This is an optimization exercise on Yosys and OpenROAD, whose aim is small area, a short achievable clock period and few clock cycles, not a production implementation. Function was checked by simulation only, so behaviour that the tests miss may differ from the original. Power figures rest on the tool's default switching activity, not on a simulated workload.

`flow/run.sh`:
```
#!/bin/bash
# synth_recipe.tcl (not shown) runs the flow's synth.tcl, then flattens the netlist and writes it again
# the make line also repeats each setting of config.mk as NAME=value (left out here)
make -C /OpenROAD-flow-scripts/flow DESIGN_CONFIG=/design/flow/config.mk WORK_HOME=/design/flow/orfs CLKGATE_MAP_FILE= SYNTH_SCRIPT=/design/flow/synth_recipe.tcl finish
```
`flow/constraint.sdc`:
```
create_clock -name core_clock -period 8.0 [get_ports {clk}]
set_input_delay 1.6000 -clock core_clock [delete_from_list [all_inputs] [get_ports {clk}]]
set_output_delay 1.6000 -clock core_clock [all_outputs]
set_load 0.01 [all_outputs]
```
`flow/design.v`:
```
module flash_seq (
    input             req,         
    input             we,
    input             sel_a,       
    input             even,        
    input             odd,         
    input      [4:0]  fix,         
    input      [7:0]  cbyte,       
    input             sel_w,       
    input      [3:0]  lm,          
    input             gate_rd,     
    input             gate_wd,     
    input      [20:0] a,
    input      [31:0] word,
    output            bus_req,
    output            bus_we,
    output     [20:0] bus_addr,
    output     [31:0] bus_wdata
);
    assign bus_req = req && !gate_rd && !gate_wd;
    assign bus_we  = we;
    genvar i;
    generate
        for (i = 0; i < 21; i = i + 1) begin : g_addr
            wire f = (i == 0)  ? fix[0] :
                     (i == 1)  ? fix[1] :
                     (i == 13) ? fix[2] :
                     (i == 14) ? fix[3] :
                     (i == 15) ? fix[4] : 1'b0;
            assign bus_addr[i] = (sel_a && a[i]) || ((i % 2 == 0) ? even : odd) || f;
        end
        for (i = 0; i < 32; i = i + 1) begin : g_data
            assign bus_wdata[i] = lm[i / 8] && (cbyte[i % 8] || (sel_w && word[i]));
        end
    endgenerate
endmodule
module flash_prog (
    input             clk,
    input             rst,
    input      [7:0]  rx_data,
    input             rx_valid,
    output            rx_ready,
    output reg [7:0]  tx_data,
    output reg        tx_valid,
    input             tx_ready,
    output            bus_req,
    output            bus_we,
    output     [20:0] bus_addr,
    output     [31:0] bus_wdata,
    input             bus_ack,
    input      [31:0] bus_rdata,
    output            handed_off
);
    localparam S_IDLE  = 0,  S_MASK  = 1,  S_FLD   = 2,  S_PEV   = 3,
               S_LEV   = 4,  S_WCTRL = 5,  S_RACK  = 6,  S_RD    = 7,
               S_UL1   = 8,  S_UL2   = 9,  S_CMD   = 10, S_SECT  = 11,
               S_BOOT  = 12, S_IDM   = 13, S_IDD   = 14, S_IDX   = 15,
               S_IDO   = 16, S_A0    = 17, S_DATA  = 18, S_POLL0 = 19,
               S_POLL  = 20, S_VER   = 21, S_BEX1  = 22, S_BEX2  = 23,
               S_FIN   = 24, S_HAND  = 25;
    localparam NS = 26;
    localparam O_ID = 0, O_CE = 1, O_ER = 2, O_WR = 3, O_RD = 4, O_S1 = 5;
    reg [NS-1:0] st;
    reg [5:0]  op;
    reg        second;      
    reg        pb;          
    reg        fld_len;     
    reg        family_b;
    reg [3:0]  chip_mask;
    reg        verify_en;
    reg [21:0] a;
    reg        phi;         
    reg        plo;         
    reg [23:0] N;
    wire [13:0] E = N[13:0];
    reg [1:0]  nb;          
    reg [31:0] W;
    reg        wv;          
    reg        lastin;      
    reg [31:0] P;
    reg [2:0]  rcnt;        
    reg        rid;         
    reg [3:0]  fail;
    reg        q_req, q_we, q_sela, q_even, q_odd;
    reg [7:0]  q_byte;
    reg        q_reply;     
    reg        q_inw;       
    wire hold     = (rcnt != 3'd0);
    wire slotfree = !tx_valid || tx_ready;
    wire can_send = slotfree && !hold;
    wire [4:0] fix = {st[S_BOOT] && nb == 2'd2,
                      st[S_BOOT] && nb != 2'd2,
                      st[S_BOOT] && nb == 2'd1,
                      st[S_IDD] && family_b,
                      st[S_IDD] && !family_b};
    wire [3:0] lm = chip_mask | {4{op[O_ID] | st[S_IDX]}};
    flash_seq u_seq (
        .req(q_req), .we(q_we), .sel_a(q_sela), .even(q_even), .odd(q_odd),
        .fix(fix), .cbyte(q_byte), .sel_w(st[S_DATA]), .lm(lm),
        .gate_rd(st[S_RD] && hold), .gate_wd(st[S_DATA] && !wv),
        .a(a[20:0]), .word(W),
        .bus_req(bus_req), .bus_we(bus_we), .bus_addr(bus_addr), .bus_wdata(bus_wdata)
    );
    wire hs = bus_req && bus_ack;
    wire last_word = (a[7:0] == 8'hFF);
    wire intake    = op[O_WR] && q_inw && !lastin && (nb != 2'd3 || !wv);
    assign rx_ready = (q_reply && !tx_valid && !hold) || st[S_FLD] || intake;
    wire take = rx_valid && rx_ready;
    assign handed_off = st[S_HAND];
    wire rx00 = (rx_data == 8'h00);
    wire rx01 = (rx_data == 8'h01);
    wire rx02 = (rx_data == 8'h02);
    wire [7:0] f0 = W[31:24], f1 = W[23:16], f2 = W[15:8], f3 = W[7:0];
    wire [13:0] len_k = {f2, f1[7:2]};                  
    wire [14:0] S     = {1'b0, a[21:8]} + {1'b0, len_k};
    wire        len_hi = (f3 != 8'd0);
    wire        s_gt   = S[14] || (S[13] && S[12:0] != 13'd0);      
    wire        rd_refuse = (len_k == 14'd0) || (f1[1:0] != 2'd0) ||
                            (f0 != 8'd0) || plo || (a[7:0] != 8'd0) || phi ||
                            len_hi || s_gt;
    wire        er_refuse = plo || (a[15:0] != 16'd0) || phi || len_hi ||
                            (f2[1:0] != 2'd0) || (f1 != 8'd0) || (f0 != 8'd0) ||
                            (family_b ? s_gt : (S > 15'h0800));
    wire        wp_refuse = (f1[1:0] != 2'd0) || (f0 != 8'd0);
    wire        er_none   = !family_b && len_k[13:4] == 10'd0;   
    wire        ovf       = a[21] || phi;
    wire [21:0] a_inc  = a + {5'd0, op[O_ER] & family_b, 3'd0, op[O_ER] & !family_b, 11'd0, !op[O_ER]};
    wire        aend   = (a[21:8] == E);
    wire        aend_i = (a_inc[21:8] == E);
    wire eq = (bus_rdata == P);
    wire [3:0] lane_diff;
    assign lane_diff[0] = bus_rdata[7:0]   != W[7:0];
    assign lane_diff[1] = bus_rdata[15:8]  != W[15:8];
    assign lane_diff[2] = bus_rdata[23:16] != W[23:16];
    assign lane_diff[3] = bus_rdata[31:24] != W[31:24];
    reg [NS-1:0] sn;
    always @(*) begin
        sn = {NS{1'b0}};
        if (st[S_IDLE]) begin
            if (take) begin
                case (rx_data)
                    8'h01, 8'h07:               sn[S_FIN]   = 1'b1;
                    8'h02, 8'h05:               sn[S_UL1]   = 1'b1;
                    8'h04, 8'h0F, 8'h10, 8'h11: sn[S_FLD]   = 1'b1;
                    8'h06:                      sn[S_WCTRL] = 1'b1;
                    8'h08:                      sn[S_HAND]  = 1'b1;
                    8'h12:                      sn[S_MASK]  = 1'b1;
                    default:                    sn[S_IDLE]  = 1'b1;
                endcase
            end else sn[S_IDLE] = 1'b1;
        end
        if (st[S_MASK]) begin
            if (take) sn[S_IDLE] = 1'b1; else sn[S_MASK] = 1'b1;
        end
        if (st[S_FLD]) begin
            if (take && nb == 2'd3) begin
                if (fld_len) sn[S_LEV] = 1'b1; else sn[S_PEV] = 1'b1;
            end else sn[S_FLD] = 1'b1;
        end
        if (st[S_PEV]) begin
            if (can_send || op[O_ER]) begin
                if (!op[O_WR])      sn[S_FLD]   = 1'b1;
                else if (wp_refuse) sn[S_IDLE]  = 1'b1;
                else                sn[S_WCTRL] = 1'b1;
            end else sn[S_PEV] = 1'b1;
        end
        if (st[S_LEV]) begin
            if (can_send) begin
                if (op[O_RD]) begin
                    if (rd_refuse) sn[S_IDLE] = 1'b1; else sn[S_RD] = 1'b1;
                end else begin
                    if (er_refuse)    sn[S_IDLE] = 1'b1;
                    else if (er_none) sn[S_FIN]  = 1'b1;
                    else              sn[S_UL1]  = 1'b1;
                end
            end else sn[S_LEV] = 1'b1;
        end
        if (st[S_WCTRL]) begin
            if (take && rx00 && !ovf)             sn[S_UL1]   = 1'b1;
            else if (take && (rx00 || rx01 || rx02)) sn[S_IDLE] = 1'b1;
            else                                  sn[S_WCTRL] = 1'b1;
        end
        if (st[S_RACK]) begin
            if (take && rx00 && !aend)            sn[S_RD]   = 1'b1;
            else if (take && (rx00 || rx01))      sn[S_IDLE] = 1'b1;
            else                                  sn[S_RACK] = 1'b1;
        end
        if (st[S_RD]) begin
            if (hs && last_word) sn[S_RACK] = 1'b1; else sn[S_RD] = 1'b1;
        end
        if (st[S_UL1]) begin
            if (hs) sn[S_UL2] = 1'b1; else sn[S_UL1] = 1'b1;
        end
        if (st[S_UL2]) begin
            if (hs) begin
                if (!(op[O_ER] && second)) sn[S_CMD]   = 1'b1;
                else if (aend)             sn[S_POLL0] = 1'b1;    
                else                       sn[S_SECT]  = 1'b1;
            end else sn[S_UL2] = 1'b1;
        end
        if (st[S_CMD]) begin
            if (hs) begin
                if (op[O_ID])       sn[S_IDM]   = 1'b1;
                else if (op[O_WR])  sn[pb ? S_A0 : S_DATA] = 1'b1;
                else if (second)    sn[S_POLL0] = 1'b1;
                else                sn[S_UL1]   = 1'b1;
            end else sn[S_CMD] = 1'b1;
        end
        if (st[S_SECT]) begin
            if (hs) begin
                if (!family_b)        sn[S_POLL0] = 1'b1;
                else if (a == 22'd0)  sn[S_BOOT]  = 1'b1;
                else if (aend_i)      sn[S_POLL0] = 1'b1;
                else                  sn[S_SECT]  = 1'b1;
            end else sn[S_SECT] = 1'b1;
        end
        if (st[S_BOOT]) begin
            if (hs && nb == 2'd2) begin
                if (aend_i) sn[S_POLL0] = 1'b1; else sn[S_SECT] = 1'b1;
            end else sn[S_BOOT] = 1'b1;
        end
        if (st[S_IDM]) begin
            if (hs) sn[S_IDD] = 1'b1; else sn[S_IDM] = 1'b1;
        end
        if (st[S_IDD]) begin
            if (hs) sn[S_IDX] = 1'b1; else sn[S_IDD] = 1'b1;
        end
        if (st[S_IDX]) begin
            if (hs) sn[S_IDO] = 1'b1; else sn[S_IDX] = 1'b1;
        end
        if (st[S_IDO]) begin
            if (can_send) sn[S_FIN] = 1'b1; else sn[S_IDO] = 1'b1;
        end
        if (st[S_A0]) begin
            if (hs) sn[S_DATA] = 1'b1; else sn[S_A0] = 1'b1;
        end
        if (st[S_DATA]) begin
            if (hs) sn[S_POLL0] = 1'b1; else sn[S_DATA] = 1'b1;
        end
        if (st[S_POLL0]) begin
            if (hs) sn[S_POLL] = 1'b1; else sn[S_POLL0] = 1'b1;
        end
        if (st[S_POLL]) begin
            if (hs && eq) begin
                if (op[O_ER]) begin
                    if (!family_b && !aend) sn[S_UL1] = 1'b1; else sn[S_FIN] = 1'b1;
                end else if (op[O_WR]) begin
                    if (verify_en)           sn[S_VER] = 1'b1;
                    else if (lastin && !wv)  sn[family_b ? S_BEX1 : S_FIN] = 1'b1;
                    else                     sn[family_b ? S_A0 : S_UL1] = 1'b1;
                end else sn[S_FIN] = 1'b1;
            end else sn[S_POLL] = 1'b1;
        end
        if (st[S_VER]) begin
            if (hs) begin
                if (lastin) sn[family_b ? S_BEX1 : S_FIN] = 1'b1;
                else        sn[family_b ? S_A0 : S_UL1] = 1'b1;
            end else sn[S_VER] = 1'b1;
        end
        if (st[S_BEX1]) begin
            if (hs) sn[S_BEX2] = 1'b1; else sn[S_BEX1] = 1'b1;
        end
        if (st[S_BEX2]) begin
            if (hs) sn[S_FIN] = 1'b1; else sn[S_BEX2] = 1'b1;
        end
        if (st[S_FIN]) begin
            if (can_send) begin
                if (op[O_WR] && fail == 4'd0) sn[S_WCTRL] = 1'b1; else sn[S_IDLE] = 1'b1;
            end else sn[S_FIN] = 1'b1;
        end
        if (st[S_HAND]) sn[S_HAND] = 1'b1;
    end
    wire [7:0] cmd_byte = op[O_ID] ? 8'h90 :
                          op[O_WR] ? (pb ? 8'h20 : 8'hA0) :
                          (op[O_CE] && second) ? 8'h10 : 8'h80;
    wire [2:0]  rpos     = rcnt - 3'd1;
    wire [1:0]  lane     = rid ? rpos[2:1] : rpos[1:0];
    wire [31:0] src      = (rid && rcnt[0]) ? W : P;
    wire [7:0]  buf_byte = src[{lane, 3'b000} +: 8];
    reg       push;
    reg [7:0] push_byte;
    always @(*) begin
        push      = 1'b0;
        push_byte = 8'h00;
        if (st[S_IDLE] && take) begin
            push = (rx_data != 8'h05);
            if (rx_data == 8'h03 || rx_data == 8'h0A || rx_data >= 8'h13)
                push_byte = 8'h02;
        end
        if (st[S_MASK] && take) begin
            push = 1'b1;
            push_byte = {7'd0, rx_data[7:4] != 4'd0};
        end
        if (st[S_PEV] && can_send && !op[O_ER]) begin
            push = 1'b1;
            push_byte = {7'd0, op[O_WR] && wp_refuse};
        end
        if (st[S_LEV] && can_send) begin
            push = 1'b1;
            push_byte = {7'd0, op[O_RD] ? rd_refuse : er_refuse};
        end
        if (st[S_WCTRL] && take && (rx00 || rx01 || rx02)) begin
            push = 1'b1;
            push_byte = rx02 ? 8'h02 : {7'd0, rx00 && ovf};
        end
        if (st[S_RACK] && take && (rx00 || rx01)) begin
            push = 1'b1;
            push_byte = rx01 ? 8'h04 : aend ? 8'h03 : 8'h02;
        end
        if (st[S_RD] && hs) begin
            push = 1'b1;
            push_byte = bus_rdata[31:24];
        end
        if (st[S_IDO] && can_send) begin
            push = 1'b1;
            push_byte = P[31:24];
        end
        if (st[S_FIN] && can_send) begin
            push = 1'b1;
            push_byte = op[O_ER] ? 8'h02 :
                        op[O_S1] ? 8'h01 :
                        op[O_WR] ? {(fail != 4'd0), 3'd0, fail[0], fail[1], fail[2], fail[3]} :
                        8'h00;
        end
    end
    always @(posedge clk) begin
        st <= sn;
        q_req  <= sn[S_UL1] | sn[S_UL2] | sn[S_CMD] | sn[S_SECT] | sn[S_BOOT] |
                  sn[S_IDM] | sn[S_IDD] | sn[S_IDX] | sn[S_A0] | sn[S_DATA] |
                  sn[S_POLL0] | sn[S_POLL] | sn[S_VER] | sn[S_RD] | sn[S_BEX1] |
                  sn[S_BEX2];
        q_we   <= sn[S_UL1] | sn[S_UL2] | sn[S_CMD] | sn[S_SECT] | sn[S_BOOT] |
                  sn[S_IDX] | sn[S_A0] | sn[S_DATA] | sn[S_BEX1] | sn[S_BEX2];
        q_sela <= sn[S_SECT] | sn[S_DATA] | sn[S_VER] | sn[S_RD];
        q_even <= ((sn[S_UL1] | sn[S_CMD]) & !family_b) | (sn[S_UL2] & family_b);
        q_odd  <= ((sn[S_UL1] | sn[S_CMD]) & family_b) | (sn[S_UL2] & !family_b);
        q_byte <= ({8{sn[S_UL1]}} & 8'hAA) | ({8{sn[S_UL2]}} & 8'h55) |
                  ({8{sn[S_CMD]}} & cmd_byte) | ({8{sn[S_SECT] | sn[S_BOOT]}} & 8'h30) |
                  ({8{sn[S_IDX]}} & 8'hF0) | ({8{sn[S_A0]}} & 8'hA0) |
                  ({8{sn[S_BEX1]}} & 8'h90);
        q_reply <= sn[S_IDLE] | sn[S_MASK] | sn[S_WCTRL] | sn[S_RACK];
        q_inw   <= sn[S_UL1] | sn[S_UL2] | sn[S_CMD] | sn[S_A0] | sn[S_DATA] |
                   sn[S_POLL0] | sn[S_POLL] | sn[S_VER];
        if (slotfree) begin
            if (hold) begin
                tx_valid <= 1'b1;
                tx_data  <= buf_byte;
                rcnt     <= rcnt - 3'd1;
            end else if (push) begin
                tx_valid <= 1'b1;
                tx_data  <= push_byte;
            end else begin
                tx_valid <= 1'b0;
            end
        end
        if (take && (st[S_FLD] || intake)) begin
            if (nb == 2'd3) begin
                W  <= {N, rx_data};
                wv <= 1'b1;
                if (last_word) lastin <= 1'b1;
            end else begin
                N  <= {N[15:0], rx_data};
            end
            nb <= nb + 2'd1;
        end
        if (st[S_IDLE]) begin
            nb      <= 2'd0;
            a       <= 22'd0;
            phi     <= 1'b0;
            plo     <= 1'b0;
            second  <= 1'b0;
            fld_len <= (rx_data == 8'h04);
            op      <= {rx_data == 8'h01 || rx_data == 8'h07,
                        rx_data == 8'h04 || rx_data == 8'h11,
                        rx_data == 8'h06 || rx_data == 8'h10,
                        rx_data == 8'h0F,
                        rx_data == 8'h05,
                        rx_data == 8'h02};
            if (take) begin
                if (rx_data == 8'h0B) family_b  <= 1'b0;
                if (rx_data == 8'h0C) family_b  <= 1'b1;
                if (rx_data == 8'h0D) verify_en <= 1'b1;
                if (rx_data == 8'h0E) verify_en <= 1'b0;
            end
        end
        if (st[S_MASK] && take && rx_data[7:4] == 4'd0) chip_mask <= rx_data[3:0];
        if (st[S_PEV] && (can_send || op[O_ER])) begin
            a       <= {f2, f1, f0[7:2]};
            phi     <= (f3 != 8'd0);
            plo     <= (f0[1:0] != 2'd0);
            fld_len <= 1'b1;
        end
        if (st[S_LEV] && can_send) N[13:0] <= S[13:0];
        if (st[S_RD] && hs) begin
            P    <= bus_rdata;
            rcnt <= slotfree ? 3'd3 : 3'd4;
            rid  <= 1'b0;
            a    <= a_inc;
        end
        if (st[S_WCTRL] && take && rx00) begin
            nb     <= 2'd0;
            wv     <= 1'b0;
            lastin <= 1'b0;
            fail   <= 4'd0;
            pb     <= family_b;
        end
        if (st[S_CMD] && hs) begin
            pb <= 1'b0;
            if (op[O_CE] || op[O_ER]) second <= 1'b1;
        end
        if (st[S_DATA] && hs && !verify_en) begin
            a  <= a_inc;
            wv <= 1'b0;
        end
        if (st[S_VER] && hs) begin
            fail <= fail | (lane_diff & chip_mask);
            a    <= a_inc;
            wv   <= 1'b0;
        end
        if (st[S_SECT] && hs) begin
            if (family_b && a == 22'd0) nb <= 2'd0;
            else                        a  <= a_inc;
        end
        if (st[S_BOOT] && hs) begin
            nb <= nb + 2'd1;
            if (nb == 2'd2) a <= a_inc;
        end
        if (st[S_IDM] && hs) P <= bus_rdata;
        if (st[S_IDD] && hs) W <= bus_rdata;
        if (st[S_IDO] && can_send) begin
            rcnt <= 3'd7;
            rid  <= 1'b1;
        end
        if ((st[S_POLL0] || st[S_POLL]) && hs) P <= bus_rdata;
        if (st[S_POLL] && hs && eq && op[O_ER]) second <= 1'b0;
        if (rst) begin
            st        <= {{(NS-1){1'b0}}, 1'b1};
            q_req     <= 1'b0;
            q_reply   <= 1'b1;
            q_inw     <= 1'b0;
            family_b  <= 1'b0;
            chip_mask <= 4'hF;
            verify_en <= 1'b0;
            tx_valid  <= 1'b0;
            rcnt      <= 3'd0;
        end
    end
endmodule
```
`flow/config.mk`:
```
export PLATFORM = sky130hd
export DESIGN_NAME = flash_prog
export DESIGN_NICKNAME = flash_prog
export VERILOG_FILES = /design/flow/design.v
export SDC_FILE = /design/flow/constraint.sdc
export NUM_CORES = 4
export LEC_CHECK = 0
export CAP_MARGIN = 20
export CORE_MARGIN = 2
export CORE_UTILIZATION = 40
export SETUP_SLACK_MARGIN = 5.0
export SLEW_MARGIN = 20
```
==> summary.txt, run 1 <==
Pwr
  • Logic pwr share: 0.273
  • VDD IR max: around 0.00016 V
  • P_int: roughly 1.8 mW
  • Clock power share: 0.330
  • Flop pwr share: 0.397
  • PwrDens: 162.7 nW/um2
  • Net Switching: 0.9160 mW
  • Net switching share of the total power: 0.3359
  • P_leak: between 6 and 7 nW

Placed design
  • HPWL after detailed placement: ~35 mm
  • I/O Buffers: 110
  • Placed cell areas: around 14000 um2
  • Routability Congestion: about 0.96

Finish
  • Post-layout nets: between 1.5k and 2k
  • Fillcell total: between 2k and 3k
  • Share of cells above drive strength 1: 0.3644
  • Post-route cell area: approximately 17000 um2
  • Ant. Diodes: 0
  • Area growth, synth to finish: 39.28%

Critical path
  • Worst setup SP type: flop
  • WS Path Type: reg2reg
  • CP Capture Type: flop
  • Reg-to-reg endpoint: q_req
  • Cell Chain, Critical Path: buf_6 > ha_4 > fa_2 > nand3_2 > a21oi_2 > or3_1 > o311a_1 > or4b_4 > o41ai_4 > buf_4 > o311ai_4 > nor2_2 > o41a_1
  • Crit path required time: roughly 8.4 ns
  • Arr. time, crit path: approximately 4.0 ns
  • Crit path buf inv count: 2
  • Largest fanout on the critical path: 3
  • Critical Path Stages: 13
  • R2R depth: 13
  • Slowest stage cell, crit path: or4b_4
  • Worst reg2reg startpoint: W[18]
  • Top cell family by delay on the critical path: simple AND/OR/NAND/NOR gates
  • R2R Setup Slk: 4.40 ns
  • Crit-path max cell delay: 0.60 ns

CTS
  • Clock Pin Slew Worst Setup and Hold Paths: about 0.09 ns
  • CTS max path bufs: 2
  • Clock root cell: clkbuf_16
  • CTS tree: built
  • Clk sinks: ~190
  • Latest clock arrival within the worst-skew pair: around 0.45 ns
  • Cts bufs inserted: 17
  • H-tree depth: 4

Timing
  • Slew headroom: 0.3882
  • Final-report hold violation count: 0
  • Worst Skew: 0.01513 ns
  • Period utilization: 0.4495
  • Worst-margin pin slew: between 0.9 and 1 ns
  • Pins Over Slew Limit: 0
  • Crit path time final: roughly 3.6 ns
  • Final setup fails: 0
  • RSZ-0062 raised after global routing: true
  • FMAX: ~280 MHz
  • Final setup TNS: 0 ns

Run
  • Max cap viols: 0

Route
  • DR pass1 iterations: 6
  • Vias per inst: between 6 and 7
  • Via count: about 13k
  • Wire per inst: about 29 um
  • Final ANT Viol Nets: 0
  • Initial DRC count: about 1.8k
  • Drt total wl: between 50 and 60 mm
  • DRC: 0

Floorplan
  • Io pins: about 110
  • Die Wd: approximately 180 um
  • Die area: roughly 31000 um2
  • Die Ht: 177.4 um
  • Starting Density: 0.4060
  • Core area: a little under 30000 um2
  • FP Rows: 63

Logic synthesis
  • Post-synth EDFFs: 108
  • Async S/R FF share, synth: 0
  • Cell Area, Synth: ~12000 um2
  • Synth cell types: 95
  • Syn nets: 1367
  • Most used DFF post-synth: edfxtp_1
  • Syn_area_per_cell: 9.306 um2
  • Flops & latches, synth: 187
  • Post-synth top area share: 0.2695
  • Ys Warns: 1
  • Top cells by area, synth: edfxtp_1, dfxtp_1, a21oi_1, xor2_1, mux2_2
  • Synthesized instance count: 1293
  • Seq/Total Area, Yosys: 0.4010
  • Post-synth top area cell: edfxtp_1

Global routing
  • Overflow left after global routing: 0
  • Vias in the first global route: around 12k
  • Initial antenna violation count: 0
  • Largest net degree at the start of global routing: 49
  • GR Util All Layers: 0.3457
  • Global-route wire length before repair: about 80 mm

Worst hold path
  • Hold path start: N[14]
  • Min-delay worst type: reg2reg
  • Hold depth: 0
  • Hold endpoint: N[22]

Run status
  • Status: timing/DRC/antenna clean
## per-layer routing
layer  vias to the layer above  wire length, um  global-route usage
met5                         -                0                   0
li1                       5344                -                   -
met2                       890            23660              0.5078
met3                       217             6226             0.09683
met1                      6066            21840              0.4532
met4                         0             3815              0.2012
## sequential cells by signal, indices dropped and copies added (netlist names), 2 cells and up
name       cells
P             32
st            26
q_byte         6
op             6
rcnt           3
nb             2
fail           4
a             22
chip_mask      4
N             24
W             32
tx_data        8
## cell families (layout without fill, tap and decap cells)
logic type | count (synthesis) | in the layout | synth area share
and+or+nand+nor | 452 | 455 | 0.1955
AOI/OAI and AO/OA | 352 | 352 | 0.1972
DFF | 187 | 187 | 0.4010
buffers and inverters | 113 | 343 | 0.04440
xor gates and xnor gates | 94 | 94 | 0.06967
muxes | 66 | 66 | 0.06156
adders and majority gates | 29 | 29 | 0.03078
## placed cells by master (no fill, tap or decap), types with 31 or more instances in the layout
master,netlist,final
dfxtp_1,79,45
nand2_1,92,81
mux2_2,44,42
buf_6,4,80
nor2_1,117,75
xor2_1,69,64
buf_4,1,108
nor4_1,45,33
nand3_1,37,31
o21ai_0,50,47
nor2_4,0,33
edfxtp_1,108,108
a21oi_1,121,109
## final cells by class
class	instances	area (um2)	share of cell area
Sequential cell	187	4900	0.2923
Inverter	34	157.7	0.009406
Clock buffer	17	425.4	0.02538
Timing Repair Buffer	277	2668	0.1592
Multi-Input combinational cell	996	7935	0.4735
Tap cell	390	488.0	0.02912
Clock inverter	15	186.4	0.01112
## through the flow
step                      utilization  setup slack [ns]  hold WS [ns]  total power [mW]  cells
after global routing           0.5655             4.298        0.5004             2.799   1916
after CTS                      0.5419             4.416        0.4786             2.682   1887
after detailed placement       0.4565             3.254        0.4600             1.699   1727
final                          0.5655             4.404        0.4753             2.727   1916
after global placement         0.4564             3.261        0.4551             1.699   1727
after floorplan                     -             4.563        0.4204             1.462   1293
## how the worst max path moves through the flow
stage	start	to	slack, ns
floorplan	bus_rdata[6]	q_req	4.56
global placement	rx_data[1]	tx_data[1]	3.26
detailed placement	rx_data[7]	tx_data[0]	3.25
CTS	op[2]	q_we	4.42
global route	W[18]	st[8]	4.30
finish	W[18]	q_req	4.40
## repair_timing
action	4_1_cts	5_1_grt
pin swaps	71	59
hold buffers	0	0
cloned	7	1
gates resized for setup	544	189
setup buffers	121	28
endpoints found under the setup margin	273	159
## worst register-to-register path, delay by kind of cell, from the launching register on
kind	cells	cell delay (ns)
DFF	1	0.41
and+or+nand+nor	4	1.23
adders and majority gates	2	0.56
buffers and inverters	2	0.34
AOI/OAI and AO/OA	5	1.01
## cell usage after synthesis (4+ instances only)
| cell | instances |
|---|---|
| clkbuf_8 | 7 |
| nor4_1 | 45 |
| buf_6 | 4 |
| nor3_1 | 32 |
| mux2i_1 | 20 |
| nor3b_1 | 15 |
| o211ai_1 | 10 |
| nand2b_1 | 15 |
| nor2b_1 | 8 |
| nand4_1 | 22 |
| xnor2_1 | 24 |
| or3_1 | 7 |
| o41ai_1 | 4 |
| mux2_2 | 44 |
| edfxtp_1 | 108 |
| a31oi_1 | 9 |
| o311ai_0 | 5 |
| a21o_1 | 29 |
| and2_1 | 10 |
| buf_1 | 5 |
| xor2_1 | 69 |
| a21boi_0 | 5 |
| inv_1 | 32 |
| nor2_1 | 117 |
| o22ai_1 | 19 |
| o31ai_1 | 6 |
| buf_2 | 4 |
| o21ai_0 | 50 |
| nand2_1 | 92 |
| a211oi_1 | 10 |
| a221o_1 | 22 |
| a311oi_1 | 4 |
| clkbuf_1 | 57 |
| nand3_1 | 37 |
| a21oi_1 | 121 |
| and3_1 | 22 |
| dfxtp_1 | 79 |
| ha_1 | 28 |
## power by group through the flow
stage | logic [mW] | clock network, mW | registers [mW]
after floorplan | 0.347 | 0 | 1.11
after detailed placement | 0.592 | 0 | 1.11
final | 0.743 | 0.901 | 1.08
after global routing | 0.775 | 0.937 | 1.09
after global placement | 0.592 | 0 | 1.11
after CTS | 0.705 | 0.895 | 1.08
Testbench counts, summed over its fixed seeds: cycles 58,368.
==> inputs of run 2 (changes only) <==
--- a/flow/config.mk
+++ b/flow/config.mk
@@ -8,5 +8,5 @@
 export CAP_MARGIN = 20
 export CORE_MARGIN = 2
 export CORE_UTILIZATION = 40
-export SETUP_SLACK_MARGIN = 5.0
+export SETUP_SLACK_MARGIN = 4.5
 export SLEW_MARGIN = 20
==> summary.txt, run 2 <==
Floorplan
  • Die area: 31490 um2
  • Die Ht: approximately 180 um
  • Core area: approximately 30000 um2
  • Starting Density: 0.4060
  • Io pins: approximately 110
  • FP Rows: 63
  • Die Wd: ~180 um

Logic synthesis
  • Count leader, synth: a21oi_1
  • Ys Warns: 1
  • Flops & latches, synth: ~190
  • Synth cell types: 95
  • Synthesized instance count: between 1k and 1.5k
  • Most used DFF post-synth: edfxtp_1
  • Seq/Total Area, Yosys: 0.4010
  • Async S/R FF share, synth: 0
  • Post-synth top area cell: edfxtp_1
  • Post-synth top cells: a21oi_1, nor2_1, edfxtp_1
  • Cell Area, Synth: 12030 um2
  • Syn nets: between 1k and 1.5k
  • Post-synth EDFFs: 108
  • Syn_area_per_cell: around 9.3 um2
  • Post-synth top area share: 0.2695
  • Top cells by area, synth: edfxtp_1, dfxtp_1, a21oi_1, xor2_1, mux2_2

Critical path
  • CP Capture Type: flop
  • WS Path Type: reg2reg
  • Largest fanout on the critical path: 5
  • Crit-path max cell delay: roughly 0.56 ns
  • Crit path buf inv count: 2
  • Top cell family by delay on the critical path: compound AO/OA/AOI/OAI gates
  • Worst setup SP type: flop
  • Arr. time, crit path: just under 4 ns
  • Slowest stage cell, crit path: edfxtp_1
  • Crit path required time: around 8.3 ns
  • Cell Chain, Critical Path: buf_6 > ha_1 > a21o_1 > and4_1 > o21ai_0 > a2111o_1 > nand4_1 > o41ai_4 > buf_4 > o311ai_4 > o21bai_4 > or4_4

Global routing
  • Overflow left after global routing: 0
  • Initial antenna violation count: 0
  • Global-route wire length before repair: 74.16 mm
  • GR Util All Layers: 0.3238
  • Largest net degree at the start of global routing: 47
  • Vias in the first global route: around 11k

Pwr
  • PwrDens: roughly 170 nW/um2
  • Flop pwr share: 0.408
  • Tot Pwr: approximately 2.7 mW
  • Logic pwr share: 0.250
  • P_leak: between 6 and 7 nW
  • Net switching share of the total power: 0.3355
  • Net Switching: 0.8916 mW
  • VDD IR max: between 0.00015 and 0.0002 V
  • Clock power share: 0.342
  • P_int: ~1.8 mW

Timing
  • Min Hold Slack: between 0.4 and 0.5 ns
  • Final-report hold violation count: 0
  • Final setup TNS: 0 ns
  • RSZ-0062 raised after global routing: true
  • FMAX: about 280 MHz
  • Slew headroom: 0.3201
  • Pins Over Slew Limit: 0
  • Final setup fails: 0
  • Worst-margin pin slew: 1.012 ns
  • Worst Skew: 0.02990 ns
  • Crit path time final: between 3 and 4 ns
  • Period utilization: 0.4507
  • Worst setup margin: roughly 4.4 ns

Route
  • M1 wire length: about 21 mm
  • Vias per inst: roughly 6.4
  • Met3 wire length: ~5.7 mm
  • Drt total wl: between 50 and 60 mm
  • Top Layer Used: met4
  • Metal2 WL: roughly 22 mm
  • Wire per inst: 27.90 um
  • DRC: 0
  • Via count: about 12k
  • Final ANT Viol Nets: 0
  • Initial DRC count: roughly 1.6k
  • DR pass1 iterations: 6

Finish
  • Area of the multi-input gates: roughly 7300 um2
  • Area growth, synth to finish: 27.63%
  • Sequential cell area: between 4000 and 5000 um2
  • Post-layout nets: 1522
  • Most common cell after layout, fill and taps aside: a21oi_1
  • Fillcell total: 2774
  • Most frequent cells in the layout: a21oi_1, edfxtp_1, nor2_1
  • Share of cells above drive strength 1: 0.2519
  • Largest regs: P (32), W (32), st (26)

CTS
  • Clock Pin Slew Worst Setup and Hold Paths: 0.09 ns
  • CTS max path bufs: 2
  • Latest clock arrival within the worst-skew pair: approximately 0.46 ns
  • H-tree depth: 4
  • CTS tree: built
  • Clk sinks: around 190
  • Clock root cell: clkbuf_16
  • Cts bufs inserted: 17

Placed design
  • DP Worst Slack: around 3.2 ns
  • HPWL after detailed placement: approximately 36 mm
  • I/O Buffers: 110
  • Routability Congestion: roughly 0.97

Worst hold path
  • Min-delay worst type: reg2reg

Run status
  • Status: timing/DRC/antenna clean

Run
  • Max cap viols: 0
run 2: worst reg2reg max path: cells and delay by family (launching register included):
| family | cells | cell delay (ns) |
|---|---|---|
| compound gates | 6 | 1.41 |
| fa+ha+maj | 1 | 0.31 |
| buf+inv | 2 | 0.35 |
| flops | 1 | 0.56 |
| simple gates | 3 | 0.83 |
run 2: cell families (layout without fill, tap and decap cells):
group	Yosys count	after routing	synth area share
adder cells (fa/ha/maj)	29	29	0.03078
multiplexers	66	66	0.06156
other	0	1	0
buffers and inverters	113	281	0.04440
AND/OR/NAND/NOR	452	452	0.1955
AO/OA/AOI/OAI	352	352	0.1972
flip-flops	187	187	0.4010
XOR/XNOR	94	94	0.06967
run 2: through the flow:
stage               std cells  cell area, um2  utilization
finish                   1852           15360       0.5182
global route             1851           15350       0.5181
CTS                      1833           15090       0.5090
detailed placement       1734           13420       0.4527
floorplan                1293           12090            -
global placement         1734           13420       0.4527
run 2: path summary, 6_finish.rpt:
check	startpoint	end	slack, ns	cells after the start
worst min-delay path	N[15]	N[23]	0.45	0
worst max-delay path	W[19]	q_we	4.39	12
worst min register to register	N[15]	N[23]	0.45	0
worst max register to register	W[19]	q_we	4.39	12
run 2: layer usage:
metal / GRT usage / up-vias
met5: 0 / -
met3: 0.06791 / 138
met2: 0.4942 / 779
met4: 0.1486 / 0
met1: 0.4395 / 5759
li1: - / 5222
run 2: power groups by stage:
stage	Clock (mW)	Sequential (mW)	Combinational (mW)
2_1_floorplan	0	1.11	0.333
3_3_place_gp	0	1.11	0.587
3_5_place_dp	0	1.11	0.590
4_1_cts	0.906	1.09	0.643
5_1_grt	0.940	1.09	0.701
6_report	0.908	1.08	0.665
run 2: area by class of cell:
cell class / count / area share
diodes: 1 / 0.0001629
clock buffers: 17 / 0.02770
clock inverters: 15 / 0.01328
inverters: 34 / 0.009369
multi-input cells: 993 / 0.4783
flip-flops and latches: 187 / 0.3164
well taps: 390 / 0.03177
repair buffers: 215 / 0.1229
run 2: what timing repair did:
item	in CTS	in global routing
gates cloned	1	1
setup endpoints to repair	163	56
resized for setup	260	77
setup buffers	66	17
pin swaps	42	27
hold buffers	0	0
==> inputs of run 3 (changes only) <==
--- a/flow/design.v
+++ b/flow/design.v
@@ -57,8 +57,8 @@
                S_BOOT  = 12, S_IDM   = 13, S_IDD   = 14, S_IDX   = 15,
                S_IDO   = 16, S_A0    = 17, S_DATA  = 18, S_POLL0 = 19,
                S_POLL  = 20, S_VER   = 21, S_BEX1  = 22, S_BEX2  = 23,
-               S_FIN   = 24, S_HAND  = 25;
-    localparam NS = 26;
+               S_FIN   = 24, S_HAND  = 25, S_LEV0  = 26;
+    localparam NS = 27;
     localparam O_ID = 0, O_CE = 1, O_ER = 2, O_WR = 3, O_RD = 4, O_S1 = 5;
     reg [NS-1:0] st;
     reg [5:0]  op;
@@ -85,6 +85,8 @@
     reg [7:0]  q_byte;
     reg        q_reply;     
     reg        q_inw;       
+    reg        r_rd_ref, r_er_ref, r_er_none;
+    reg [13:0] r_S;
     wire hold     = (rcnt != 3'd0);
     wire slotfree = !tx_valid || tx_ready;
     wire can_send = slotfree && !hold;
@@ -154,7 +156,7 @@
         end
         if (st[S_FLD]) begin
             if (take && nb == 2'd3) begin
-                if (fld_len) sn[S_LEV] = 1'b1; else sn[S_PEV] = 1'b1;
+                if (fld_len) sn[S_LEV0] = 1'b1; else sn[S_PEV] = 1'b1;
             end else sn[S_FLD] = 1'b1;
         end
         if (st[S_PEV]) begin
@@ -164,14 +166,15 @@
                 else                sn[S_WCTRL] = 1'b1;
             end else sn[S_PEV] = 1'b1;
         end
+        if (st[S_LEV0]) sn[S_LEV] = 1'b1;
         if (st[S_LEV]) begin
             if (can_send) begin
                 if (op[O_RD]) begin
-                    if (rd_refuse) sn[S_IDLE] = 1'b1; else sn[S_RD] = 1'b1;
+                    if (r_rd_ref) sn[S_IDLE] = 1'b1; else sn[S_RD] = 1'b1;
                 end else begin
-                    if (er_refuse)    sn[S_IDLE] = 1'b1;
-                    else if (er_none) sn[S_FIN]  = 1'b1;
-                    else              sn[S_UL1]  = 1'b1;
+                    if (r_er_ref)       sn[S_IDLE] = 1'b1;
+                    else if (r_er_none) sn[S_FIN]  = 1'b1;
+                    else                sn[S_UL1]  = 1'b1;
                 end
             end else sn[S_LEV] = 1'b1;
         end
@@ -297,7 +300,7 @@
         end
         if (st[S_LEV] && can_send) begin
             push = 1'b1;
-            push_byte = {7'd0, op[O_RD] ? rd_refuse : er_refuse};
+            push_byte = {7'd0, op[O_RD] ? r_rd_ref : r_er_ref};
         end
         if (st[S_WCTRL] && take && (rx00 || rx01 || rx02)) begin
             push = 1'b1;
@@ -390,7 +393,11 @@
             plo     <= (f0[1:0] != 2'd0);
             fld_len <= 1'b1;
         end
-        if (st[S_LEV] && can_send) N[13:0] <= S[13:0];
+        r_rd_ref  <= rd_refuse;
+        r_er_ref  <= er_refuse;
+        r_er_none <= er_none;
+        r_S       <= S[13:0];
+        if (st[S_LEV] && can_send) N[13:0] <= r_S;
         if (st[S_RD] && hs) begin
             P    <= bus_rdata;
             rcnt <= slotfree ? 3'd3 : 3'd4;
==> summary.txt, run 3 <==
Finish
  • Post-layout nets: approximately 1.5k
  • Post-Layout Cell Count: roughly 1.9k
  • Finished Core Util: 0.5134
  • Post-route cell area: about 15000 um2
  • Largest regs: P (32), W (32), st (27)
  • Most frequent cells in the layout: nor2_1, nand2_1, edfxtp_1
  • Share of cells above drive strength 1: 0.1965
  • Most common cell after layout, fill and taps aside: nor2_1
  • Area growth, synth to finish: 25.66%

Global routing
  • Overflow left after global routing: 0
  • Vias in the first global route: roughly 11k
  • Largest net degree at the start of global routing: 41
  • GR Util All Layers: 0.3052
  • Global-route wire length before repair: between 70 and 80 mm
  • Initial antenna violation count: 1

Floorplan
  • Die Wd: around 180 um
  • Die area: roughly 32000 um2
  • Die Ht: around 180 um
  • Core area: about 30000 um2
  • Starting Density: 0.4086
  • FP Rows: 63
  • Io pins: around 110

Timing
  • RSZ-0062 raised after global routing: true
  • Slew headroom: 0.4329
  • Min Hold Slack: between 0.4 and 0.5 ns
  • Final-report hold violation count: 0
  • Final setup fails: 0
  • Pins Over Slew Limit: 0
  • Crit path time final: between 3 and 4 ns
  • Worst-margin pin slew: around 0.85 ns
  • FMAX: roughly 290 MHz
  • Worst Skew: 0.009985 ns
  • Period utilization: 0.4341
  • Final setup TNS: 0 ns

Placed design
  • HPWL after detailed placement: roughly 35 mm
  • Post-Place Cells: 1763
  • Placed cell areas: ~14000 um2
  • I/O Buffers: 110
  • Routability Congestion: around 0.95

Critical path
  • R2R Setup Slk: between 4 and 5 ns
  • Cell Chain, Critical Path: ha_1 > a21oi_4 > o2111ai_1 > xor2_1 > or4_1 > or3_1 > or4_1 > o21bai_1 > a21o_1
  • Slowest stage cell, crit path: edfxtp_1
  • Reg-to-reg endpoint: r_er_ref
  • Largest fanout on the critical path: 6
  • Cell repeated most along the worst path: or4_1
  • CP Capture Type: flop
  • WS Path Type: reg2reg
  • R2R depth: 9
  • Crit path required time: between 8 and 9 ns
  • Worst reg2reg startpoint: W[20]
  • Crit-path max cell delay: 0.62 ns
  • Arr. time, crit path: approximately 3.9 ns
  • Worst setup SP type: flop

Worst hold path
  • Hold depth: 2
  • Hold path start: st[26]
  • Hold endpoint: st[4]
  • Min-delay worst type: reg2reg

CTS
  • CTS tree: built
  • Clock root cell: clkbuf_16
  • Cts bufs inserted: 24
  • CTS max path bufs: 3
  • Latest clock arrival within the worst-skew pair: between 0.5 and 0.6 ns
  • Clk sinks: between 200 and 250
  • Clock Pin Slew Worst Setup and Hold Paths: approximately 0.060 ns
  • Hold buffers post-CTS: 0
  • H-tree depth: 1

Logic synthesis
  • Most used DFF post-synth: edfxtp_1
  • Async S/R FF share, synth: 0
  • Count leader, synth: nor2_1
  • Synth cell types: 85
  • Syn_area_per_cell: a little over 9 um2
  • Ys Warns: 1
  • Post-synth top cells: nor2_1, nand2_1, a21oi_1
  • Top cells by area, synth: edfxtp_1, dfxtp_1, xor2_1, a21oi_1, nor2_1
  • Flops & latches, synth: about 200
  • Cell Area, Synth: 12210 um2
  • Post-synth top area cell: edfxtp_1
  • Syn nets: 1390
  • Post-synth EDFFs: 108
  • Synthesized instance count: 1316
  • Seq/Total Area, Yosys: 0.4248
  • Post-synth top area share: 0.2657

Route
  • Initial DRC count: between 1.5k and 2k
  • Drt total wl: between 40 and 50 mm
  • Final ANT Viol Nets: 0
  • DRC: 0
  • DR pass1 iterations: 6
  • Via count: 11.77k
  • Wire per inst: ~26 um
  • Vias per inst: ~6.3

Run
  • Max cap viols: 0

Pwr
  • P_leak: between 6 and 7 nW
  • PwrDens: between 150 and 200 nW/um2
  • VDD IR max: 0.0001414 V

Run status
  • Status: timing/DRC/antenna clean
==> run 3: how the worst max path moves through the flow <==
stage | cells past startpoint | slack, ns | startpoint | endpoint
final | 9 | 4.53 | W[20] | r_er_ref
after global routing | 6 | 4.50 | op[0] | bus_wdata[18]
after CTS | 5 | 4.29 | rcnt[0] | rx_ready
after detailed placement | 8 | 3.15 | rx_data[4] | tx_data[5]
after global placement | 9 | 3.18 | rx_data[4] | tx_data[0]
after floorplan | 7 | 4.34 | rx_data[3] | tx_data[0]
==> run 3: cell type report <==
class / count / area, um2
antenna: 1 / 2.502
clock buffer: 32 / 661.9
clock inverter: 10 / 95.09
fill: 2825 / 14540
inverter: 30 / 121.4
multi-input combinational: 1016 / 7168
sequential: 205 / 5209
tap: 390 / 488.0
timing repair buffer: 183 / 1593
==> run 3: through the flow <==
step                total power, mW  worst slack [ns]
floorplan                     1.586             4.344
global placement              1.834             3.184
detailed placement            1.833             3.148
CTS                           2.943             4.294
global route                  3.068             4.500
finish                        2.967             4.527
==> run 3: metal layers <==
metal  GRT usage  share of wire  wire length [um]  up-vias
li1            -              -                 -     5232
met4     0.09688          0.038              1886        0
met3     0.05980           0.10              5112      120
met2      0.4807           0.45             21950      720
met1      0.4223           0.41             20190     5696
met5           0              0                 0        -
==> run 3: repair_timing <==
item | CTS | global route
resized for setup | 213 | 82
pin swaps | 26 | 32
endpoints found under the setup margin | 158 | 77
setup buffers | 36 | 19
cloned | 4 | 1
==> run 3: kinds of logic after synthesis <==
kind of cell,Yosys count,share of synthesized area
AO/OA/AOI/OAI,349,0.1936
XOR/XNOR,100,0.07288
adder cells (fa/ha/maj),29,0.03034
buffers and inverters,98,0.03218
flip-flops,205,0.4248
multiplexers,59,0.05433
AND/OR/NAND/NOR,476,0.1919
==> run 3: worst max-delay path: cells and delay by family (launching register included) <==
family | cells | cell delay [ns]
and+or+nand+nor | 3 | 1.30
xor gates and xnor gates | 1 | 0.21
adders and majority gates | 1 | 0.49
DFF | 1 | 0.62
AOI/OAI and AO/OA | 4 | 0.73
==> run 3: power by group <==
part / internal [mW] / switching [mW]
clock: 0.640 / 0.449
combinational: 0.265 / 0.427
sequential: 1.16 / 0.0284
total: 2.06 / 0.904
Testbench counts of run 3, summed over its fixed seeds: cycles 58,384.
==> inputs of run 4 (changes only) <==
==> flow/flow/run.sh (new file) <==
#!/bin/bash
# The standard layout (standard.sh: the standard flow's own ORFS make flow, unchanged synthesis), with the
# ports buffered by plain buffers instead of the delay buffers buffer_ports picks by default.
set -euo pipefail
bash standard.sh "BUFFER_PORTS_ARGS=-buffer_cell sky130_fd_sc_hd__buf_2" finish > standard.log 2>&1
==> flow/standard.sh (new file) <==
#!/bin/bash
# synth_recipe.tcl (not shown) runs the flow's synth.tcl, then flattens the netlist and writes it again
# the make line also repeats each setting of config.mk as NAME=value (left out here)
make -C /OpenROAD-flow-scripts/flow DESIGN_CONFIG=/design/flow/config.mk WORK_HOME=/design/flow/orfs CLKGATE_MAP_FILE= SYNTH_SCRIPT=/design/flow/synth_recipe.tcl "${@:-finish}"
removed: flow/run.sh
==> summary.txt, run 4 <==
Run status
  • Status: timing/DRC/antenna clean

Timing
  • Crit path time final: approximately 3.6 ns
  • Final-report hold violation count: 0
  • Period utilization: 0.4508
  • Worst Skew: about 0.014 ns
  • Pins Over Slew Limit: 0
  • FMAX: between 200 and 300 MHz
  • Final setup fails: 0
  • Worst-margin pin slew: ~1.0 ns
  • RSZ-0062 raised after global routing: true
  • Slew headroom: 0.3105
  • Final setup TNS: 0 ns

Floorplan
  • Starting Density: 0.4086
  • Core area: ~30000 um2
  • Die Ht: between 150 and 200 um
  • Die area: approximately 32000 um2
  • FP Rows: 63
  • Die Wd: approximately 180 um
  • Io pins: 111

Worst hold path
  • Hold depth: 2
  • Min-delay worst type: reg2reg
  • Hold path start: st[26]
  • Hold endpoint: st[4]

Global routing
  • Met2 Resource Use GR: 0.4493
  • Vias in the first global route: 10.60k
  • Global-route wire length before repair: just under 70 mm
  • Largest net degree at the start of global routing: 42
  • GR Util met3: 0.04262
  • Global route hottest layer: met2
  • Initial antenna violation count: 0
  • Overflow left after global routing: 0
  • GR Layer Usage met1: 0.4016
  • GR Util All Layers: 0.2883

Critical path
  • R2R Setup Slk: 4.56 ns
  • Worst reg2reg startpoint: W[18]
  • Worst setup SP type: input port
  • WS Path Type: in2reg
  • Largest fanout on the critical path: 5
  • CP Capture Type: flop
  • Crit path required time: a little over 8 ns
  • Reg-to-reg endpoint: r_er_ref
  • Crit path from: rx_data[0]
  • R2R depth: 10
  • Arr. time, crit path: between 3 and 4 ns

Finish
  • Most frequent cells in the layout: nor2_1, nand2_1, buf_2
  • Post-layout nets: 1497
  • Share of cells above drive strength 1: 0.2061
  • Fillcell total: between 2k and 3k
  • Area growth, synth to finish: 18.85%
  • Largest regs: P (32), W (32), st (27)
  • Ant. Diodes: 0
  • Most common cell after layout, fill and taps aside: nor2_1

Logic synthesis
  • Most used DFF post-synth: edfxtp_1
  • Flops & latches, synth: just over 200
  • Post-synth top cells: nor2_1, nand2_1, a21oi_1
  • Synth cell types: between 80 and 90
  • Ys Warns: 1
  • Syn nets: roughly 1.4k
  • Top cells by area, synth: edfxtp_1, dfxtp_1, xor2_1, a21oi_1, nor2_1
  • Post-synth EDFFs: roughly 110
  • Async S/R FF share, synth: 0
  • Seq/Total Area, Yosys: 0.4248
  • Post-synth top area cell: edfxtp_1
  • Post-synth top area share: 0.2657
  • Cell Area, Synth: ~12000 um2
  • Syn_area_per_cell: 9.276 um2
  • Synthesized instance count: 1316
  • Count leader, synth: nor2_1

Placed design
  • Routability Congestion: between 0.9 and 1
  • I/O Buffers: 110
  • HPWL after detailed placement: around 35 mm

Run
  • Max cap viols: 0

Route
  • Initial DRC count: about 1.5k
  • Vias per inst: between 6 and 7
  • Via count: between 10k and 15k
  • Drt total wl: roughly 47 mm
  • Wire per inst: approximately 26 um
  • DR pass1 iterations: 6
  • Final ANT Viol Nets: 0
  • DRC: 0

CTS
  • Clock Pin Slew Worst Setup and Hold Paths: about 0.070 ns
  • Latest clock arrival within the worst-skew pair: between 0.5 and 0.6 ns
  • CTS max path bufs: 3
  • Clk sinks: a little over 200
  • CTS tree: built
  • H-tree depth: 1
  • Clock root cell: clkbuf_16
  • Cts bufs inserted: 24

Pwr
  • PwrDens: 204.0 nW/um2
  • P_leak: between 5 and 6 nW
  • Tot Pwr: 2.959 mW
  • VDD IR max: between 0.00015 and 0.0002 V
==> run 4: worst max-delay path by stage <==
stage | endpoint | slack, ns | cells after the start
after floorplan | tx_data[0] | 4.34 | 7
after global placement | tx_data[1] | 3.56 | 9
after detailed placement | tx_data[1] | 3.57 | 11
after CTS | q_req | 4.41 | 9
after global routing | tx_data[1] | 4.40 | 11
final | tx_data[1] | 4.39 | 11
==> run 4: critical path, cell delays in order <==
cell	delay [ns]
buf_2	0.14
clkinvlp_4	0.14
ha_2	0.23
nor2b_2	0.20
nand3_2	0.15
o41ai_4	0.10
a21oi_1	0.26
o2111ai_2	0.20
a2111oi_4	0.37
a2111oi_1	0.09
o31ai_1	0.41
==> run 4: layout make-up <==
type / instances / area, um2 / area share
Clock inverter: 11 / 96.34 / 0.006641
Sequential cell: 205 / 5191 / 0.3578
Multi-Input combinational cell: 1014 / 7039 / 0.4852
Clock buffer: 33 / 685.7 / 0.04726
Inverter: 30 / 128.9 / 0.008883
Tap cell: 390 / 488.0 / 0.03364
Timing Repair Buffer: 148 / 878.3 / 0.06054
==> run 4: through the flow <==
| step | instances | hold WS, ns | worst slack (ns) | cell area [um2] | utilization |
|---|---|---|---|---|---|
| after floorplan | 1316 | 0.4130 | 4.344 | 12240 | - |
| after global placement | 1764 | 0.4200 | 3.559 | 13120 | 0.4393 |
| after detailed placement | 1764 | 0.4374 | 3.566 | 13120 | 0.4393 |
| after CTS | 1820 | 0.4392 | 4.408 | 14210 | 0.4756 |
| after global routing | 1831 | 0.4862 | 4.404 | 14510 | 0.4856 |
| final | 1831 | 0.4433 | 4.394 | 14510 | 0.4856 |
==> run 4: repair_timing <==
action / in CTS / in global routing
endpoints found under the setup margin: 63 / 66
cloned: 0 / 1
setup buffers: 12 / 10
pin swaps: 8 / 17
hold buffers: 0 / 0
resized for setup: 48 / 34
==> run 4: power breakdown <==
part / switching [mW] / internal, mW / total [mW]
logic: 0.427 / 0.247 / 0.674
clock network: 0.450 / 0.658 / 1.11
registers: 0.0193 / 1.16 / 1.18
==> run 4: cell families (layout without fill, tap and decap cells) <==
group | Yosys count | after routing | synth area share
XOR/XNOR | 100 | 100 | 0.07288
flip-flops | 205 | 205 | 0.4248
multiplexers | 59 | 59 | 0.05433
buffers and inverters | 98 | 222 | 0.03218
adder cells (fa/ha/maj) | 29 | 29 | 0.03034
AO/OA/AOI/OAI | 349 | 350 | 0.1936
AND/OR/NAND/NOR | 476 | 476 | 0.1919
==> run 4: layer usage <==
metal  vias up  wire length (um)
met4         0              2129
met1      5711             19850
li1       5161                 -
met3       113              4151
met2       691             21170
met5         -                 0
==> inputs of run 5 (changes only) <==
--- a/flow/design.v
+++ b/flow/design.v
@@ -86,7 +86,6 @@
     reg        q_reply;     
     reg        q_inw;       
     reg        r_rd_ref, r_er_ref, r_er_none;
-    reg [13:0] r_S;
     wire hold     = (rcnt != 3'd0);
     wire slotfree = !tx_valid || tx_ready;
     wire can_send = slotfree && !hold;
@@ -396,8 +395,7 @@
         r_rd_ref  <= rd_refuse;
         r_er_ref  <= er_refuse;
         r_er_none <= er_none;
-        r_S       <= S[13:0];
-        if (st[S_LEV] && can_send) N[13:0] <= r_S;
+        if (st[S_LEV0]) N[13:0] <= S[13:0];
         if (st[S_RD] && hs) begin
             P    <= bus_rdata;
             rcnt <= slotfree ? 3'd3 : 3'd4;
==> summary.txt, run 5 <==
Logic synthesis
  • Synth Area in Adders: 0.03100
  • Synth cell types: a little under 90
  • Synth Area in Simple Gates: 0.1987
  • Syn_area_per_cell: approximately 9.2 um2
  • Cell Area, Synth: roughly 12000 um2
  • Xor/xnor cell area share of the yosys netlist: 0.07175
  • Synth Area in Compound Gates: 0.1893
  • Most used DFF post-synth: edfxtp_1
  • Post-synth top area cell: edfxtp_1
  • Top cells by area, synth: edfxtp_1, dfxtp_1, xor2_1, a21oi_1, nor2_1
  • Synthesized instance count: ~1.3k
  • Post-synth top cells: nor2_1, nand2_1, a21oi_1
  • Post-synth top area share: 0.2715
  • Post-synth EDFFs: approximately 110
  • Largest family of logic cells by synthesized area: simple AND/OR/NAND/NOR gates
  • Mux share of post-synthesis cell area: 0.06086
  • Seq/Total Area, Yosys: 0.4106
  • Async S/R FF share, synth: 0
  • Ys Warns: 1
  • Syn nets: between 1k and 1.5k
  • Count leader, synth: nor2_1
  • Flops & latches, synth: roughly 190

Floorplan
  • Starting Density: 0.4041
  • Die Wd: around 180 um
  • Die Ht: roughly 180 um
  • Core area: 29560 um2
  • Io pins: around 110
  • FP Rows: 63
  • Die area: 31260 um2

CTS
  • CTS tree: built
  • Clock root cell: clkbuf_16
  • Latest clock arrival within the worst-skew pair: ~0.45 ns
  • Cts bufs inserted: 17
  • H-tree depth: 4
  • CTS max path bufs: 2
  • Clk sinks: 191
  • Clock Pin Slew Worst Setup and Hold Paths: about 0.09 ns

Global routing
  • Initial antenna violation count: 1
  • Overflow left after global routing: 0
  • Met2 Resource Use GR: 0.4577
  • Vias in the first global route: approximately 11k
  • GR Util met3: 0.05090
  • Largest net degree at the start of global routing: 47
  • GR Layer Usage met1: 0.4165
  • Global route hottest layer: met2
  • GR Util All Layers: 0.3005
  • Global-route wire length before repair: a little under 70 mm

Placed design
  • Placed cell areas: about 13000 um2
  • Post-Place Cells: around 1.7k
  • HPWL after detailed placement: around 35 mm
  • DP Worst Slack: 3.636 ns
  • Routability Congestion: 0.9479
  • I/O Buffers: 110

Finish
  • Post-route cell area: about 14000 um2
  • Largest regs: P (32), W (32), st (27)
  • Share of cells above drive strength 1: 0.2116
  • Post-layout nets: approximately 1.5k
  • Area growth, synth to finish: 16.11%
  • Most common cell after layout, fill and taps aside: nor2_1
  • Most frequent cells in the layout: nor2_1, nand2_1, a21oi_1
  • Fillcell total: between 2k and 3k
  • Post-Layout Cell Count: ~1.8k

Timing
  • Final-report hold violation count: 0
  • Final setup TNS: 0 ns
  • Worst Skew: approximately 0.015 ns
  • Crit path time final: approximately 3.8 ns
  • Worst-margin pin slew: slightly below 0.9 ns
  • Pins Over Slew Limit: 0
  • Period utilization: 0.4690
  • Worst setup margin: about 4.2 ns
  • Slew headroom: 0.4032
  • FMAX: 266.5 MHz
  • RSZ-0062 raised after global routing: true
  • Final setup fails: 0

Critical path
  • Crit path buf inv count: 1
  • WS Path Type: reg2reg
  • Slowest stage cell, crit path: or4_4
  • Cell Chain, Critical Path: clkinv_4 > nor2_4 > ha_4 > and4_4 > and2_4 > a32oi_4 > mux2i_1 > or4_1 > or4_4 > o31ai_4 > or4b_4
  • Crit-path max cell delay: between 0.5 and 0.6 ns
  • Top cell family by delay on the critical path: simple AND/OR/NAND/NOR gates
  • Crit path required time: about 8.3 ns
  • Largest fanout on the critical path: 6
  • Worst setup SP type: flop
  • CP Capture Type: flop
  • Arr. time, crit path: approximately 4.1 ns

Route
  • Vias per inst: between 6 and 7
  • Drt total wl: between 40 and 50 mm
  • Wire per inst: 26.44 um
  • Initial DRC count: around 1.3k
  • DR pass1 iterations: 5
  • Final ANT Viol Nets: 0
  • DRC: 0
  • Via count: roughly 11k

Pwr
  • P_leak: between 5 and 6 nW
  • PwrDens: around 210 nW/um2
  • VDD IR max: 0.0001654 V
  • Tot Pwr: 2.941 mW

Run status
  • Status: timing/DRC/antenna clean

Worst hold path
  • Min-delay worst type: reg2reg

Run
  • Max cap viols: 0
-- run 5: cell count changes in the layout (fill, tap and decap cells not counted), moves of 7 or more --
cell / before / now
nor2_1: 135 / 128
clkbuf_16: 25 / 17
o21ai_0: 57 / 43
buf_4: 34 / 44
and3_1: 15 / 22
dfxtp_1: 94 / 78
o22ai_1: 10 / 20
clkinv_1: 7 / 0
a221o_1: 23 / 15
-- run 5: final cells by class --
| type | count | area, um2 | share of cell area |
|---|---|---|---|
| Multi-Input combinational cell | 1002 | 6867 | 0.4951 |
| Sequential cell | 191 | 4916 | 0.3544 |
| Timing Repair Buffer | 155 | 892.1 | 0.06432 |
| Tap cell | 390 | 488.0 | 0.03518 |
| Clock buffer | 18 | 429.2 | 0.03094 |
| Clock inverter | 14 | 140.1 | 0.01010 |
| Inverter | 33 | 135.1 | 0.009743 |
| Antenna cell | 1 | 2.502 | 0.0001804 |
-- run 5: kinds of logic after synthesis --
family,after synthesis
AOI/OAI and AO/OA,337
and+or+nand+nor,475
DFF,191
muxes,64
xor gates and xnor gates,97
adders and majority gates,29
buffers and inverters,106
-- run 5: worst paths after layout --
path / slack [ns] / end / cells past startpoint / from
worst max-delay path: 4.25 / q_byte[4] / 11 / op[2]
worst min-delay path: 0.46 / N[23] / 0 / N[15]
worst max register to register: 4.25 / q_byte[4] / 11 / op[2]
worst min register to register: 0.46 / N[23] / 0 / N[15]
-- run 5: per-stage QoR --
step | util | hold WS [ns]
floorplan | - | 0.4204
global placement | 0.4348 | 0.4315
detailed placement | 0.4348 | 0.4324
CTS | 0.4607 | 0.4611
global route | 0.4691 | 0.4848
finish | 0.4692 | 0.4609
-- run 5: timing repair --
action	CTS	global route
pin swaps	9	10
hold buffers	0	0
setup endpoints to repair	101	49
gates cloned	0	0
buffers inserted	10	20
resized for setup	28	25
-- run 5: power breakdown --
part | internal (mW) | switching (mW)
Clock | 0.417 | 0.447
Sequential | 1.11 | 0.0716
Combinational | 0.340 | 0.557
-- run 5: metal layers --
| metal | routed length [um] | part of all wire |
|---|---|---|
| met3 | 4092 | 0.086 |
| met4 | 2249 | 0.047 |
| met2 | 21070 | 0.44 |
| met5 | 0 | 0 |
| met1 | 20280 | 0.43 |
Testbench counts of run 5, summed over its fixed seeds: cycles 58,384.
==> inputs of run 6 (changes only) <==
--- a/flow/config.mk
+++ b/flow/config.mk
@@ -7,6 +7,6 @@
 export LEC_CHECK = 0
 export CAP_MARGIN = 20
 export CORE_MARGIN = 2
-export CORE_UTILIZATION = 40
+export CORE_UTILIZATION = 60
 export SETUP_SLACK_MARGIN = 4.5
 export SLEW_MARGIN = 20
==> summary.txt, run 6 <==
Run status
  • Status: timing/DRC/antenna clean

Logic synthesis
  • Ys Warns: 1
  • Count leader, synth: nor2_1
  • Synthesized instance count: around 1.3k
  • Synth cell types: 88
  • Post-synth top area cell: edfxtp_1
  • Cell Area, Synth: between 10000 and 15000 um2
  • Syn nets: 1373
  • Post-synth top cells: nor2_1, nand2_1, a21oi_1
  • Post-synth EDFFs: about 110
  • Flops & latches, synth: 191
  • Async S/R FF share, synth: 0
  • Syn_area_per_cell: between 9 and 10 um2
  • Post-synth top area share: 0.2715
  • Seq/Total Area, Yosys: 0.4106
  • Most used DFF post-synth: edfxtp_1
  • Top cells by area, synth: edfxtp_1, dfxtp_1, xor2_1, a21oi_1, nor2_1

Pwr
  • Net Switching: approximately 1.1 mW
  • Logic pwr share: 0.294
  • PwrDens: ~220 nW/um2
  • P_leak: about 5.5 nW
  • Clock power share: 0.315
  • Flop pwr share: 0.391
  • Net switching share of the total power: 0.3550
  • VDD IR max: between 0.0001 and 0.00015 V
  • P_int: slightly below 2 mW

Route
  • Drt total wl: 45.42 mm
  • Initial DRC count: ~1.8k
  • Vias per inst: 7.037
  • DR pass1 iterations: 8
  • Via count: 11.82k
  • Final ANT Viol Nets: 0
  • DRC: 0
  • Wire per inst: ~27 um

Finish
  • Post-route cell area: 13860 um2
  • Ant. Diodes: 0
  • Most common cell after layout, fill and taps aside: nor2_1
  • Area growth, synth to finish: 16.06%
  • Share of cells above drive strength 1: 0.2092
  • Most frequent cells in the layout: nor2_1, nand2_1, a21oi_1
  • Finished Core Util: 0.7100
  • Largest regs: P (32), W (32), st (27)
  • Post-layout nets: ~1.5k

Critical path
  • Largest fanout on the critical path: 6
  • Slowest stage cell, crit path: or4_4
  • Cell Chain, Critical Path: clkinv_4 > nor2_4 > ha_4 > and4_4 > buf_6 > a311oi_2 > a21oi_1 > or4_1 > or4_4 > o31ai_4 > or4b_1
  • Arr. time, crit path: between 3 and 4 ns
  • Top cell family by delay on the critical path: simple AND/OR/NAND/NOR gates
  • Crit path required time: around 8.3 ns
  • CP Capture Type: flop
  • Crit-path max cell delay: 0.54 ns
  • WS Path Type: reg2reg
  • Worst setup SP type: flop
  • Crit path buf inv count: 2

Global routing
  • Initial antenna violation count: 0
  • Global-route wire length before repair: approximately 66 mm
  • GR Util All Layers: 0.4161
  • Largest net degree at the start of global routing: 47
  • Vias in the first global route: 10.62k
  • Overflow left after global routing: 0

CTS
  • CTS tree: built
  • Latest clock arrival within the worst-skew pair: 0.44 ns
  • CTS max path bufs: 2
  • Hold buffers post-CTS: 0
  • Clock root cell: clkbuf_16
  • Clk sinks: roughly 190
  • Cts bufs inserted: 17
  • H-tree depth: 4
  • Clock Pin Slew Worst Setup and Hold Paths: roughly 0.080 ns

Timing
  • Slew headroom: 0.4237
  • Worst-margin pin slew: just under 0.9 ns
  • Final setup TNS: 0 ns
  • FMAX: roughly 270 MHz
  • Final setup fails: 0
  • Crit path time final: roughly 3.7 ns
  • Final-report hold violation count: 0
  • Worst Skew: 0.01184 ns
  • Pins Over Slew Limit: 0
  • Period utilization: 0.4582
  • RSZ-0062 raised after global routing: true

Placed design
  • HPWL after detailed placement: approximately 33 mm
  • Routability Congestion: 1.017
  • I/O Buffers: 110
  • Placed cell areas: about 13000 um2

Floorplan
  • Io pins: around 110
  • Die Wd: 145.1 um
  • Die Ht: around 150 um
  • Die area: ~21000 um2
  • Core area: between 15000 and 20000 um2
  • FP Rows: 51
  • Starting Density: 0.6118

Run
  • Max cap viols: 0

Worst hold path
  • Min-delay worst type: reg2reg
[run 6: cell counts after synthesis]
No cell type changed its count.
[run 6: worst paths after layout]
check        slack, ns   endpoint  start  depth (start not counted)
max               4.33  q_byte[4]  op[2]                         11
min               0.46      N[23]  N[15]                          0
max reg2reg       4.33  q_byte[4]  op[2]                         11
min reg2reg       0.46      N[23]  N[15]                          0
[run 6: area by class of cell]
cell class | instances | area, um2
fill | 1546 | 5663
multi-input combinational | 1003 | 6890
sequential | 191 | 4915
clock inverter | 15 | 237.7
inverter | 33 | 135.1
clock buffer | 17 | 425.4
timing repair buffer | 156 | 928.4
tap | 265 | 331.6
[run 6: what timing repair did]
item	in CTS	in global routing
pin swaps	8	18
buffers inserted	10	22
gates resized for setup	24	33
endpoints found under the setup margin	106	59
gates cloned	0	1
hold endpoints to repair	0	0
[run 6: kinds of logic (layout without fill, tap and decap cells)]
kind of cell    after synthesis  count (layout)  synth area share
xor+xnor                     97              97           0.07175
buf+inv                     106             221           0.03781
mux                          64              64           0.06086
simple gates                475             475            0.1987
fa+ha+maj                    29              29           0.03100
compound gates              337             338            0.1893
flops                       191             191            0.4106
[run 6: worst register-to-register path: stages (launching register included)]
cell      delay [ns]
edfxtp_1        0.53
clkinv_4        0.16
nor2_4          0.19
ha_4            0.24
and4_4          0.21
buf_6           0.13
a311oi_2        0.22
a21oi_1         0.05
or4_1           0.53
or4_4           0.54
o31ai_4         0.30
or4b_1          0.45
[run 6: stage by stage]
stage                     cells  hold WS, ns  power [mW]  setup slack (ns)
after floorplan            1299       0.4204       1.694             4.491
after global placement     1615       0.4471       2.020             3.518
after detailed placement   1615       0.4332       2.028             3.480
after CTS                  1657       0.4556       2.977             4.352
after global routing       1680       0.4739       3.114             4.298
final                      1680       0.4592       3.038             4.334
[run 6: power by group through the flow]
stage | combinational [mW] | sequential (mW) | clock (mW)
after global routing | 0.943 | 1.19 | 0.982
after CTS | 0.846 | 1.18 | 0.951
final | 0.894 | 1.19 | 0.957
after global placement | 0.822 | 1.20 | 0
after floorplan | 0.525 | 1.17 | 0
after detailed placement | 0.829 | 1.20 | 0
[run 6: layer usage]
layer / vias up / wire length (um) / share of wire / track usage
met5: - / 0 / 0 / 0
met4: 0 / 2475 / 0.054 / 0.1926
met3: 182 / 5901 / 0.13 / 0.08145
met2: 993 / 20310 / 0.45 / 0.6436
met1: 5569 / 16730 / 0.37 / 0.5666
li1: 5078 / - / - / -

-- afterwards: timing with drivers on the ports --
In the flow no input, the clock included, has a driving cell. The finished layouts below were timed again as built, in two steps. Step 1 sets driving cells, clkbuf_16 on the clock port and buf_2 on the other inputs (assumed; they add their load-dependent delay and slew). Step 2 adds t to the input delays and takes it off the output delays; t is the mean of the earliest and latest rising clock arrival at the registers after step 1. Input paths then give back, and output paths get back, about the clock's delay inside the block. Slacks: ideal ports / drivers / drivers and shift; pairs: ideal ports / drivers.
| run | t, ns | setup slack, ns | clock arrival spread, ns | slew at the worst register clock pin (ns) | pins driven straight from the clock port |
|---|---|---|---|---|---|
| run 1 | 0.501 | 4.404 / 4.404 / 4.024 | 0.016 / 0.016 | 0.09 / 0.09 | 1 |
| run 2 | 0.498 | 4.394 / 4.394 / 3.928 | 0.030 / 0.030 | 0.10 / 0.10 | 1 |
| run 3 | 0.579 | 4.527 / 4.487 / 3.987 | 0.010 / 0.011 | 0.06 / 0.06 | 1 |
| run 4 | 0.581 | 4.394 / 4.423 / 3.842 | 0.014 / 0.014 | 0.07 / 0.07 | 1 |
| run 5 | 0.498 | 4.248 / 4.248 / 4.017 | 0.015 / 0.016 | 0.09 / 0.09 | 1 |
| run 6 | 0.488 | 4.334 / 4.334 / 3.950 | 0.012 / 0.012 | 0.08 / 0.08 | 1 |
After both steps every run listed still meets setup and hold. The setup slack of run 4, which loses most, moves by +0.029 ns with the drivers and by -0.552 ns with both steps.
